Source: an optimization exercise on an open RTL-to-GDS flow (aim: small area). Production flows keep margins and buffers that such runs may drop.
The RTL was checked by simulation tests, not by an equivalence proof against the original design.

==> v31: inputs <==
==> flow/design.v (excerpt) <==
module dscpi_core (
    input  wire         clk,
    input  wire         rst_n,
    input  wire         tick,
    input  wire         latch,
    input  wire [3:0]   q,
    input  wire         offhook,
    input  wire         hw_fault,
    output wire [1:0]   tone_class,
    output wire         tone_en,
    output wire [15:0]  tone_on,
    output wire [15:0]  tone_range,
    input  wire         cmd_valid,
    input  wire [1:0]   cmd_op,
    input  wire [7:0]   cmd_arg,
    input  wire [127:0] cmd_frame,
    output reg          rsp_valid,
    output wire [1:0]   rsp_code,
    output wire [158:0] status
);
==> flow/config.mk <==
export PLATFORM = sky130hd
export DESIGN_NAME = dscpi_core
export DESIGN_NICKNAME = dscpi_core
export VERILOG_FILES = /design/flow/design.v
export SDC_FILE = /design/flow/constraint.sdc
export NUM_CORES = 4
export LEC_CHECK = 0
export ABC_AREA = 1
export CAP_MARGIN = 20
export CORE_MARGIN = 2
export CORE_UTILIZATION = 40
export SLEW_MARGIN = 20
==> flow/constraint.sdc <==
create_clock -name core_clock -period 20.0 [get_ports {clk}]
set_input_delay 4.0000 -clock core_clock [delete_from_list [all_inputs] [get_ports {clk}]]
set_output_delay 4.0000 -clock core_clock [all_outputs]
set_load 0.01 [all_outputs]
run.sh (not shown) runs the stock make flow with config.mk's settings and CLKGATE_MAP_FILE= SYNTH_SCRIPT=/design/flow/synth_recipe.tcl, a recipe that flattens the netlist after the stock synthesis.
==> v16: changes against v31 <==
--- a/flow/design.v
+++ b/flow/design.v
@@ -111,16 +111,57 @@
             end
             for (k = 0; k < 4; k = k + 1) begin
                 r[k] = s[k] ^ c;
                 c    = s[k] & c;
             end
             add15 = r;
         end
     endfunction
+    function [9:0] dec10;
+        input [9:0] v;
+        reg b;
+        integer k;
+        begin
+            b = 1'b1;
+            for (k = 0; k < 10; k = k + 1) begin
+                dec10[k] = v[k] ^ b;
+                b        = b & ~v[k];
+            end
+        end
+    endfunction
+    function [3:0] inc4;
+        input [3:0] v;
+        reg c;
+        integer k;
+        begin
+            c = 1'b1;
+            for (k = 0; k < 4; k = k + 1) begin
+                inc4[k] = v[k] ^ c;
+                c       = c & v[k];
+            end
+        end
+    endfunction
+    function [15:0] add16_2;
+        input [15:0] v;
+        input        a1;
+        input        a0;
+        reg c;
+        integer k;
+        begin
+            add16_2[0] = v[0] ^ a0;
+            c          = v[0] & a0;
+            add16_2[1] = v[1] ^ a1 ^ c;
+            c          = (v[1] & a1) | (v[1] & c) | (a1 & c);
+            for (k = 2; k < 16; k = k + 1) begin
+                add16_2[k] = v[k] ^ c;
+                c          = c & v[k];
+            end
+        end
+    endfunction
     function [7:0] csa15;
         input [3:0] a;
         input [3:0] b;
         input [3:0] c;
         reg [3:0] m;
         begin
             m = (a & b) | (a & c) | (b & c);
             csa15 = {m[2:0], m[3], a ^ b ^ c};
@@ -145,17 +186,17 @@
     reg         latch_q;
     reg         rsp_nok;         
     wire [4:0] cs_code  = cs_e ? C_ERROR : code_of_q(cs_q);
     wire       cs_wok   = !cs_e && cs_q != 4'd0;
     wire tk      = tick && !halted;
     wire in_idle = line_state == LS_IDLE;
     wire in_hs   = line_state == LS_HS;
     wire in_rx   = line_state == LS_RX;
-    wire gt1     = (t_lo > 6'd1) || (t_hi != 4'd0 && !in_rx);
+    wire gt1     = (|t_lo[5:1]) || (t_hi != 4'd0 && !in_rx);
     wire expire  = tk && !in_idle && !gt1;
     wire rx_more = t_hi != 4'd0;                      
     wire sample  = expire && (in_hs || (in_rx && rx_more));
     wire t_fin   = sample && in_rx && t_hi == 4'd15;
     wire [3:0] smp_sum = add15(in_hs ? 4'd0 : ck_sum, cs_q);
     wire       smp_all = (in_hs || ck_all) && cs_wok;
     wire       t_cv    = smp_all && smp_sum == 4'd15;
     reg  [2:0] t_ls;
@@ -184,60 +225,74 @@
     end
     reg [9:0] n_timer;
     always @* begin
         n_timer = {t_hi, t_lo};
         if (tk) begin
             if (in_idle) begin
                 n_timer = 10'd1000;
             end else if (gt1) begin
-                n_timer = {t_hi, t_lo} - 10'd1;
+                n_timer = dec10({t_hi, t_lo});
             end else begin
                 case (line_state)
                     LS_AWAIT: n_timer = 10'd550;
                     LS_HS:    n_timer = {4'd1, 6'd50};
-                    LS_RX:    n_timer = rx_more ? {t_hi + 4'd1, 6'd50} : 10'd800;
+                    LS_RX:    n_timer = rx_more ? {inc4(t_hi), 6'd50} : 10'd800;
                     default:  n_timer = 10'd1000;
                 endcase
             end
         end
     end
     wire t_err0 = err0 || (sample && cs_e);
     wire t_err3 = err3 || (tk && hw_fault);
     wire err1_t = err1 || (t_fin && !t_cv);
     wire tick_changed = t_fin || (t_ls != line_state) ||
                         (t_err0 && !err0) || (t_err3 && !err3);
     wire t_active = (t_ls == LS_RX) && (sample ? t_hi != 4'd15 : rx_more);
     wire cmd     = cmd_valid && !halted;
     wire c_dbg   = cmd && cmd_op == 2'd1;
     wire c_rst   = cmd && cmd_op == 2'd2;
     wire c_inj   = cmd && cmd_op == 2'd3 && !t_active;
     reg [79:0] inj_code;
-    reg        inj_err;
-    reg        inj_all;
-    reg [3:0]  inj_sum;
+    reg        inj_err;          
+    reg        inj_all;          
+    reg [3:0]  w [0:15];
+    reg [7:0]  b;
+    reg        cls_d, cls_s, cls_x, okb, ok, dd, z;
     integer i;
     always @* begin
         inj_err = 1'b0;
         inj_all = 1'b1;
         for (i = 0; i < 16; i = i + 1) begin
-            inj_code[5*i +: 5] = code_of_byte(cmd_frame[8*i +: 8]);
-            if (!byte_ok(cmd_frame[8*i +: 8]) || cmd_frame[8*i +: 8] == 8'h3F) begin
+            b     = cmd_frame[8*i +: 8];
+            cls_d = b[7:4] == 4'h3;              
+            cls_s = b[7:4] == 4'h2;              
+            cls_x = b[7:4] == 4'h4;              
+            okb   = (cls_d && !(b[3] && (b[2] || b[1]))) ||
+                    (cls_s && b[3:0] == 4'hA) ||
+                    (cls_s && b[3:0] == 4'h3) ||
+                    (cls_x && !b[3] && (b[2] ? b[1:0] == 2'b00 : b[1:0] != 2'b00));
+            ok    = okb && rst_n;
+            dd    = cls_x && b[2];                
+            inj_code[5*i +: 5] = {cls_x && ok,
+                                  b[3] | ~ok | (cls_s & ~b[3]),
+                                  b[2] | ~ok,
+                                  b[1] | ~ok,
+                                  b[0] | ~ok};
+            if (!okb)
                 inj_err = 1'b1;
+            if (!okb || dd)
                 inj_all = 1'b0;
-            end
-            if (cmd_frame[8*i +: 8] == 8'h44)
-                inj_all = 1'b0;
+            z = b[3:0] == 4'h0;
+            w[i] = {~b[4] | b[3] | z,
+                    b[6] | (b[4] ? b[2] : b[0]),
+                    b[4] ? (b[1] | z) : (b[1] & (b[6] | ~b[0])),
+                    b[0] ^ (~b[6] & ~b[4])};
         end
     end
-    reg [3:0] w [0:15];
-    always @* begin
-        for (i = 0; i < 16; i = i + 1)
-            w[i] = weight_of_byte(cmd_frame[8*i +: 8]);
-    end
     wire [7:0] l1_0 = csa15(w[0],  w[1],  w[2]);
     wire [7:0] l1_1 = csa15(w[3],  w[4],  w[5]);
     wire [7:0] l1_2 = csa15(w[6],  w[7],  w[8]);
     wire [7:0] l1_3 = csa15(w[9],  w[10], w[11]);
     wire [7:0] l1_4 = csa15(w[12], w[13], w[14]);
     wire [7:0] l2_0 = csa15(l1_0[3:0], l1_0[7:4], l1_1[3:0]);
     wire [7:0] l2_1 = csa15(l1_1[7:4], l1_2[3:0], l1_2[7:4]);
     wire [7:0] l2_2 = csa15(l1_3[3:0], l1_3[7:4], l1_4[3:0]);
@@ -251,37 +306,40 @@
     wire [3:0] fb  = l6_0[7:4];
     wire       inj_cv = inj_all && ((fb == ~fa) ||
                                     (fa == 4'd0  && fb == 4'd0) ||
                                     (fa == 4'd15 && fb == 4'd15));
     wire [2:0] dbg_new = clamp_debug(cmd_arg);
     wire cmd_changed = c_inj ||
                        (c_rst && (t_ls != LS_IDLE || t_err0 || err1_t || t_err3)) ||
                        (c_dbg && dbg_new != debug_level);
-    wire [15:0] inc = {14'd0, tick_changed && cmd_changed,
-                       tick_changed ^ cmd_changed};
     always @(posedge clk) begin
         latch_q <= latch;
     end
     always @(posedge clk) begin
+        if (!rst_n || c_inj)
+            last_frame <= inj_code;
+        else if (t_fin)
+            last_frame <= {cs_code, fa_buf};
+    end
+    always @(posedge clk) begin
         {t_hi, t_lo} <= n_timer;
         if (sample) begin
             fa_buf <= {cs_code, fa_buf[74:5]};
             ck_sum <= smp_sum;
             ck_all <= smp_all;
         end
         rsp_nok <= halted ? cmd_op != 2'd0 : (cmd_op == 2'd3 && t_active);
     end
     always @(posedge clk) begin
         if (!rst_n) begin
             cs_e           <= 1'b1;
             line_state     <= LS_IDLE;
             dial           <= 1'b0;
             last_valid     <= 1'b0;
-            last_frame     <= {16{C_ERROR}};
             checksum_valid <= 1'b0;
             err0           <= 1'b0;
             err1           <= 1'b0;
             err3           <= hw_fault;
             debug_level    <= 3'd0;
             status_version <= 16'd0;
             halted         <= hw_fault;
             rsp_valid      <= 1'b0;
@@ -300,26 +358,25 @@
                 line_state <= t_ls;
                 dial       <= t_dial;
                 err0       <= t_err0 || (c_inj && inj_err);
                 err1       <= err1_t || (c_inj && !inj_cv);
                 err3       <= t_err3;
             end
             if (c_inj) begin
                 last_valid     <= 1'b1;
-                last_frame     <= inj_code;
                 checksum_valid <= inj_cv;
             end else if (t_fin) begin
                 last_valid     <= 1'b1;
-                last_frame     <= {cs_code, fa_buf};
                 checksum_valid <= t_cv;
             end
             if (c_dbg)
                 debug_level <= dbg_new;
-            status_version <= status_version + inc;
+            status_version <= add16_2(status_version, tick_changed & cmd_changed,
+                                              tick_changed ^ cmd_changed);
             rsp_valid      <= cmd_valid;
         end
     end
     wire in_ack = line_state == LS_ACK;
     assign tone_class = {in_ack, dial};
     assign tone_en    = in_ack | dial;
     assign tone_on    = dial   ? 16'd1136 :
                         in_ack ? 16'd357  : 16'd0;
==> flow/flow/run.sh (new file) <==
#!/bin/bash
# The standard layout (the standard.sh, standard synthesis included),
# with smaller port buffers and power/area recovery on non-critical gates.
set -euo pipefail
bash standard.sh "BUFFER_PORTS_ARGS=-buffer_cell sky130_fd_sc_hd__buf_1" \
    RECOVER_POWER=100 finish > make_finish.log 2>&1
==> flow/standard.sh (new file) <==
#!/bin/bash
# synth_recipe.tcl (not shown) runs the flow's synth.tcl, then flattens the netlist and writes it again
# the make line also repeats each setting of config.mk as NAME=value (left out here)
make -C /OpenROAD-flow-scripts/flow DESIGN_CONFIG=/design/flow/config.mk WORK_HOME=/design/flow/orfs CLKGATE_MAP_FILE= SYNTH_SCRIPT=/design/flow/synth_recipe.tcl "${@:-finish}"
==> flow/config.mk (replaced) <==
export PLATFORM = sky130hd
export DESIGN_NAME = dscpi_core
export DESIGN_NICKNAME = dscpi_core
export VERILOG_FILES = /design/flow/design.v
export SDC_FILE = /design/flow/constraint.sdc
export NUM_CORES = 4
export LEC_CHECK = 0
export CAP_MARGIN = 20
export CORE_MARGIN = 2
export CORE_UTILIZATION = 40
export SLEW_MARGIN = 20
removed: flow/run.sh
==> v3: changes against v31 <==
--- a/flow/design.v
+++ b/flow/design.v
@@ -111,16 +111,57 @@
             end
             for (k = 0; k < 4; k = k + 1) begin
                 r[k] = s[k] ^ c;
                 c    = s[k] & c;
             end
             add15 = r;
         end
     endfunction
+    function [9:0] dec10;
+        input [9:0] v;
+        reg b;
+        integer k;
+        begin
+            b = 1'b1;
+            for (k = 0; k < 10; k = k + 1) begin
+                dec10[k] = v[k] ^ b;
+                b        = b & ~v[k];
+            end
+        end
+    endfunction
+    function [3:0] inc4;
+        input [3:0] v;
+        reg c;
+        integer k;
+        begin
+            c = 1'b1;
+            for (k = 0; k < 4; k = k + 1) begin
+                inc4[k] = v[k] ^ c;
+                c       = c & v[k];
+            end
+        end
+    endfunction
+    function [15:0] add16_2;
+        input [15:0] v;
+        input        a1;
+        input        a0;
+        reg c;
+        integer k;
+        begin
+            add16_2[0] = v[0] ^ a0;
+            c          = v[0] & a0;
+            add16_2[1] = v[1] ^ a1 ^ c;
+            c          = (v[1] & a1) | (v[1] & c) | (a1 & c);
+            for (k = 2; k < 16; k = k + 1) begin
+                add16_2[k] = v[k] ^ c;
+                c          = c & v[k];
+            end
+        end
+    endfunction
     function [7:0] csa15;
         input [3:0] a;
         input [3:0] b;
         input [3:0] c;
         reg [3:0] m;
         begin
             m = (a & b) | (a & c) | (b & c);
             csa15 = {m[2:0], m[3], a ^ b ^ c};
@@ -145,17 +186,17 @@
     reg         latch_q;
     reg         rsp_nok;         
     wire [4:0] cs_code  = cs_e ? C_ERROR : code_of_q(cs_q);
     wire       cs_wok   = !cs_e && cs_q != 4'd0;
     wire tk      = tick && !halted;
     wire in_idle = line_state == LS_IDLE;
     wire in_hs   = line_state == LS_HS;
     wire in_rx   = line_state == LS_RX;
-    wire gt1     = (t_lo > 6'd1) || (t_hi != 4'd0 && !in_rx);
+    wire gt1     = (|t_lo[5:1]) || (t_hi != 4'd0 && !in_rx);
     wire expire  = tk && !in_idle && !gt1;
     wire rx_more = t_hi != 4'd0;                      
     wire sample  = expire && (in_hs || (in_rx && rx_more));
     wire t_fin   = sample && in_rx && t_hi == 4'd15;
     wire [3:0] smp_sum = add15(in_hs ? 4'd0 : ck_sum, cs_q);
     wire       smp_all = (in_hs || ck_all) && cs_wok;
     wire       t_cv    = smp_all && smp_sum == 4'd15;
     reg  [2:0] t_ls;
@@ -184,60 +225,74 @@
     end
     reg [9:0] n_timer;
     always @* begin
         n_timer = {t_hi, t_lo};
         if (tk) begin
             if (in_idle) begin
                 n_timer = 10'd1000;
             end else if (gt1) begin
-                n_timer = {t_hi, t_lo} - 10'd1;
+                n_timer = dec10({t_hi, t_lo});
             end else begin
                 case (line_state)
                     LS_AWAIT: n_timer = 10'd550;
                     LS_HS:    n_timer = {4'd1, 6'd50};
-                    LS_RX:    n_timer = rx_more ? {t_hi + 4'd1, 6'd50} : 10'd800;
+                    LS_RX:    n_timer = rx_more ? {inc4(t_hi), 6'd50} : 10'd800;
                     default:  n_timer = 10'd1000;
                 endcase
             end
         end
     end
     wire t_err0 = err0 || (sample && cs_e);
     wire t_err3 = err3 || (tk && hw_fault);
     wire err1_t = err1 || (t_fin && !t_cv);
     wire tick_changed = t_fin || (t_ls != line_state) ||
                         (t_err0 && !err0) || (t_err3 && !err3);
     wire t_active = (t_ls == LS_RX) && (sample ? t_hi != 4'd15 : rx_more);
     wire cmd     = cmd_valid && !halted;
     wire c_dbg   = cmd && cmd_op == 2'd1;
     wire c_rst   = cmd && cmd_op == 2'd2;
     wire c_inj   = cmd && cmd_op == 2'd3 && !t_active;
     reg [79:0] inj_code;
-    reg        inj_err;
-    reg        inj_all;
-    reg [3:0]  inj_sum;
+    reg        inj_err;          
+    reg        inj_all;          
+    reg [3:0]  w [0:15];
+    reg [7:0]  b;
+    reg        cls_d, cls_s, cls_x, okb, ok, dd, z;
     integer i;
     always @* begin
         inj_err = 1'b0;
         inj_all = 1'b1;
         for (i = 0; i < 16; i = i + 1) begin
-            inj_code[5*i +: 5] = code_of_byte(cmd_frame[8*i +: 8]);
-            if (!byte_ok(cmd_frame[8*i +: 8]) || cmd_frame[8*i +: 8] == 8'h3F) begin
+            b     = cmd_frame[8*i +: 8];
+            cls_d = b[7:4] == 4'h3;              
+            cls_s = b[7:4] == 4'h2;              
+            cls_x = b[7:4] == 4'h4;              
+            okb   = (cls_d && !(b[3] && (b[2] || b[1]))) ||
+                    (cls_s && b[3:0] == 4'hA) ||
+                    (cls_s && b[3:0] == 4'h3) ||
+                    (cls_x && !b[3] && (b[2] ? b[1:0] == 2'b00 : b[1:0] != 2'b00));
+            ok    = okb && rst_n;
+            dd    = cls_x && b[2];                
+            inj_code[5*i +: 5] = {cls_x && ok,
+                                  b[3] | ~ok | (cls_s & ~b[3]),
+                                  b[2] | ~ok,
+                                  b[1] | ~ok,
+                                  b[0] | ~ok};
+            if (!okb)
                 inj_err = 1'b1;
+            if (!okb || dd)
                 inj_all = 1'b0;
-            end
-            if (cmd_frame[8*i +: 8] == 8'h44)
-                inj_all = 1'b0;
+            z = b[3:0] == 4'h0;
+            w[i] = {~b[4] | b[3] | z,
+                    b[6] | (b[4] ? b[2] : b[0]),
+                    b[4] ? (b[1] | z) : (b[1] & (b[6] | ~b[0])),
+                    b[0] ^ (~b[6] & ~b[4])};
         end
     end
-    reg [3:0] w [0:15];
-    always @* begin
-        for (i = 0; i < 16; i = i + 1)
-            w[i] = weight_of_byte(cmd_frame[8*i +: 8]);
-    end
     wire [7:0] l1_0 = csa15(w[0],  w[1],  w[2]);
     wire [7:0] l1_1 = csa15(w[3],  w[4],  w[5]);
     wire [7:0] l1_2 = csa15(w[6],  w[7],  w[8]);
     wire [7:0] l1_3 = csa15(w[9],  w[10], w[11]);
     wire [7:0] l1_4 = csa15(w[12], w[13], w[14]);
     wire [7:0] l2_0 = csa15(l1_0[3:0], l1_0[7:4], l1_1[3:0]);
     wire [7:0] l2_1 = csa15(l1_1[7:4], l1_2[3:0], l1_2[7:4]);
     wire [7:0] l2_2 = csa15(l1_3[3:0], l1_3[7:4], l1_4[3:0]);
@@ -251,37 +306,40 @@
     wire [3:0] fb  = l6_0[7:4];
     wire       inj_cv = inj_all && ((fb == ~fa) ||
                                     (fa == 4'd0  && fb == 4'd0) ||
                                     (fa == 4'd15 && fb == 4'd15));
     wire [2:0] dbg_new = clamp_debug(cmd_arg);
     wire cmd_changed = c_inj ||
                        (c_rst && (t_ls != LS_IDLE || t_err0 || err1_t || t_err3)) ||
                        (c_dbg && dbg_new != debug_level);
-    wire [15:0] inc = {14'd0, tick_changed && cmd_changed,
-                       tick_changed ^ cmd_changed};
     always @(posedge clk) begin
         latch_q <= latch;
     end
     always @(posedge clk) begin
+        if (!rst_n || c_inj)
+            last_frame <= inj_code;
+        else if (t_fin)
+            last_frame <= {cs_code, fa_buf};
+    end
+    always @(posedge clk) begin
         {t_hi, t_lo} <= n_timer;
         if (sample) begin
             fa_buf <= {cs_code, fa_buf[74:5]};
             ck_sum <= smp_sum;
             ck_all <= smp_all;
         end
         rsp_nok <= halted ? cmd_op != 2'd0 : (cmd_op == 2'd3 && t_active);
     end
     always @(posedge clk) begin
         if (!rst_n) begin
             cs_e           <= 1'b1;
             line_state     <= LS_IDLE;
             dial           <= 1'b0;
             last_valid     <= 1'b0;
-            last_frame     <= {16{C_ERROR}};
             checksum_valid <= 1'b0;
             err0           <= 1'b0;
             err1           <= 1'b0;
             err3           <= hw_fault;
             debug_level    <= 3'd0;
             status_version <= 16'd0;
             halted         <= hw_fault;
             rsp_valid      <= 1'b0;
@@ -300,26 +358,25 @@
                 line_state <= t_ls;
                 dial       <= t_dial;
                 err0       <= t_err0 || (c_inj && inj_err);
                 err1       <= err1_t || (c_inj && !inj_cv);
                 err3       <= t_err3;
             end
             if (c_inj) begin
                 last_valid     <= 1'b1;
-                last_frame     <= inj_code;
                 checksum_valid <= inj_cv;
             end else if (t_fin) begin
                 last_valid     <= 1'b1;
-                last_frame     <= {cs_code, fa_buf};
                 checksum_valid <= t_cv;
             end
             if (c_dbg)
                 debug_level <= dbg_new;
-            status_version <= status_version + inc;
+            status_version <= add16_2(status_version, tick_changed & cmd_changed,
+                                              tick_changed ^ cmd_changed);
             rsp_valid      <= cmd_valid;
         end
     end
     wire in_ack = line_state == LS_ACK;
     assign tone_class = {in_ack, dial};
     assign tone_en    = in_ack | dial;
     assign tone_on    = dial   ? 16'd1136 :
                         in_ack ? 16'd357  : 16'd0;
==> flow/config.mk (replaced) <==
export PLATFORM = sky130hd
export DESIGN_NAME = dscpi_core
export DESIGN_NICKNAME = dscpi_core
export VERILOG_FILES = /design/flow/design.v
export SDC_FILE = /design/flow/constraint.sdc
export NUM_CORES = 4
export LEC_CHECK = 0
export CAP_MARGIN = 20
export CORE_MARGIN = 2
export CORE_UTILIZATION = 40
export SLEW_MARGIN = 20
==> notes.md <==
Max-cap violations=7; clock slew at reported path FFs=around 0.06 ns; crit path time final=10.56 ns; run status=finished with violations; sequential share of the synthesized area=a little over two fifths; Mapped Area=~0.014 mm^2; r2r endpoint=last_frame[39]; Area Overhead vs Synth=11.5%; fin nets=approximately 1800; Signal buffers=between 300 and 400; clock-cell share of area=under 10%; Slew Viols, Final=between 300 and 400; Die ar.=~0.036 mm^2; Layout Cells excl Fill=between 1500 and 2000; number of synthesized flops with an enable pin=around 180; vias in the first global route=just under 10000; SO Viols=max-capacitance violations, max-slew violations; Worst EP arrival=about 11 ns; Avg Inst Size Synth=~11 um^2
The numbers above come from v16.

==> notes.md <==
run status=no timing/DRC/antenna violations; fin nets=approximately 2800; vias in the first global route=around 14000; clock slew at reported path FFs=0.07 ns; crit path time final=a little under 10 ns; number of synthesized flops with an enable pin=95; Signal buffers=319; sequential share of the synthesized area=roughly a third; clock-cell share of area=4.01%; Slew Viols, Final=0; Die ar.=approximately 0.041 mm^2; Layout Cells excl Fill=just over 3000; r2r endpoint=status_version[14]
The numbers above come from v31.

==> notes.md <==
run status=no timing/DRC/antenna violations; Worst EP arrival=around 9.9 ns; Mapped Area=about 0.014 mm^2; fin nets=1752; crit path time final=~9.5 ns; r2r endpoint=status_version[15]; Avg Inst Size Synth=around 11 um^2; clock slew at reported path FFs=0.06 ns; Area Overhead vs Synth=25.8%; sequential share of the synthesized area=a little over two fifths; Signal buffers=316; vias in the first global route=just over 10000; clock-cell share of area=between 4 and 5%; Slew Viols, Final=0
The numbers above come from v3.

## what the ideal ports hide
The results above use ideal ports. As a check the final layouts listed here were re-extracted and re-timed, cells and wires unchanged.
Step 1 (the two cells are an assumption about what drives the block):
set clk [get_ports {clk}]
set_driving_cell -lib_cell sky130_fd_sc_hd__clkbuf_16 $clk
set_driving_cell -lib_cell sky130_fd_sc_hd__buf_2 [delete_from_list [all_inputs] $clk]
Step 2, shift: input delay + t, output delay - t, t = (earliest + latest rising clock arrival at the registers) / 2. This alone moves slack from input paths to output paths.
Slacks: ideal ports / drivers / drivers and shift; pairs: ideal ports / drivers.
run	t (ns)	slack for setup (ns)	clock arrival spread, ns	worst slew at a driven data input, ns
v31	0.576	10.118 / 10.146 / 9.570	0.012 / 0.012	0.11
v16	0.583	9.444 / 9.468 / 8.885	0.022 / 0.021	0.10
v3	0.565	10.499 / 10.516 / 9.951	0.018 / 0.018	0.09
For v16, which loses most, drivers alone change the setup slack by +0.024 ns; drivers and shift together by -0.559 ns.
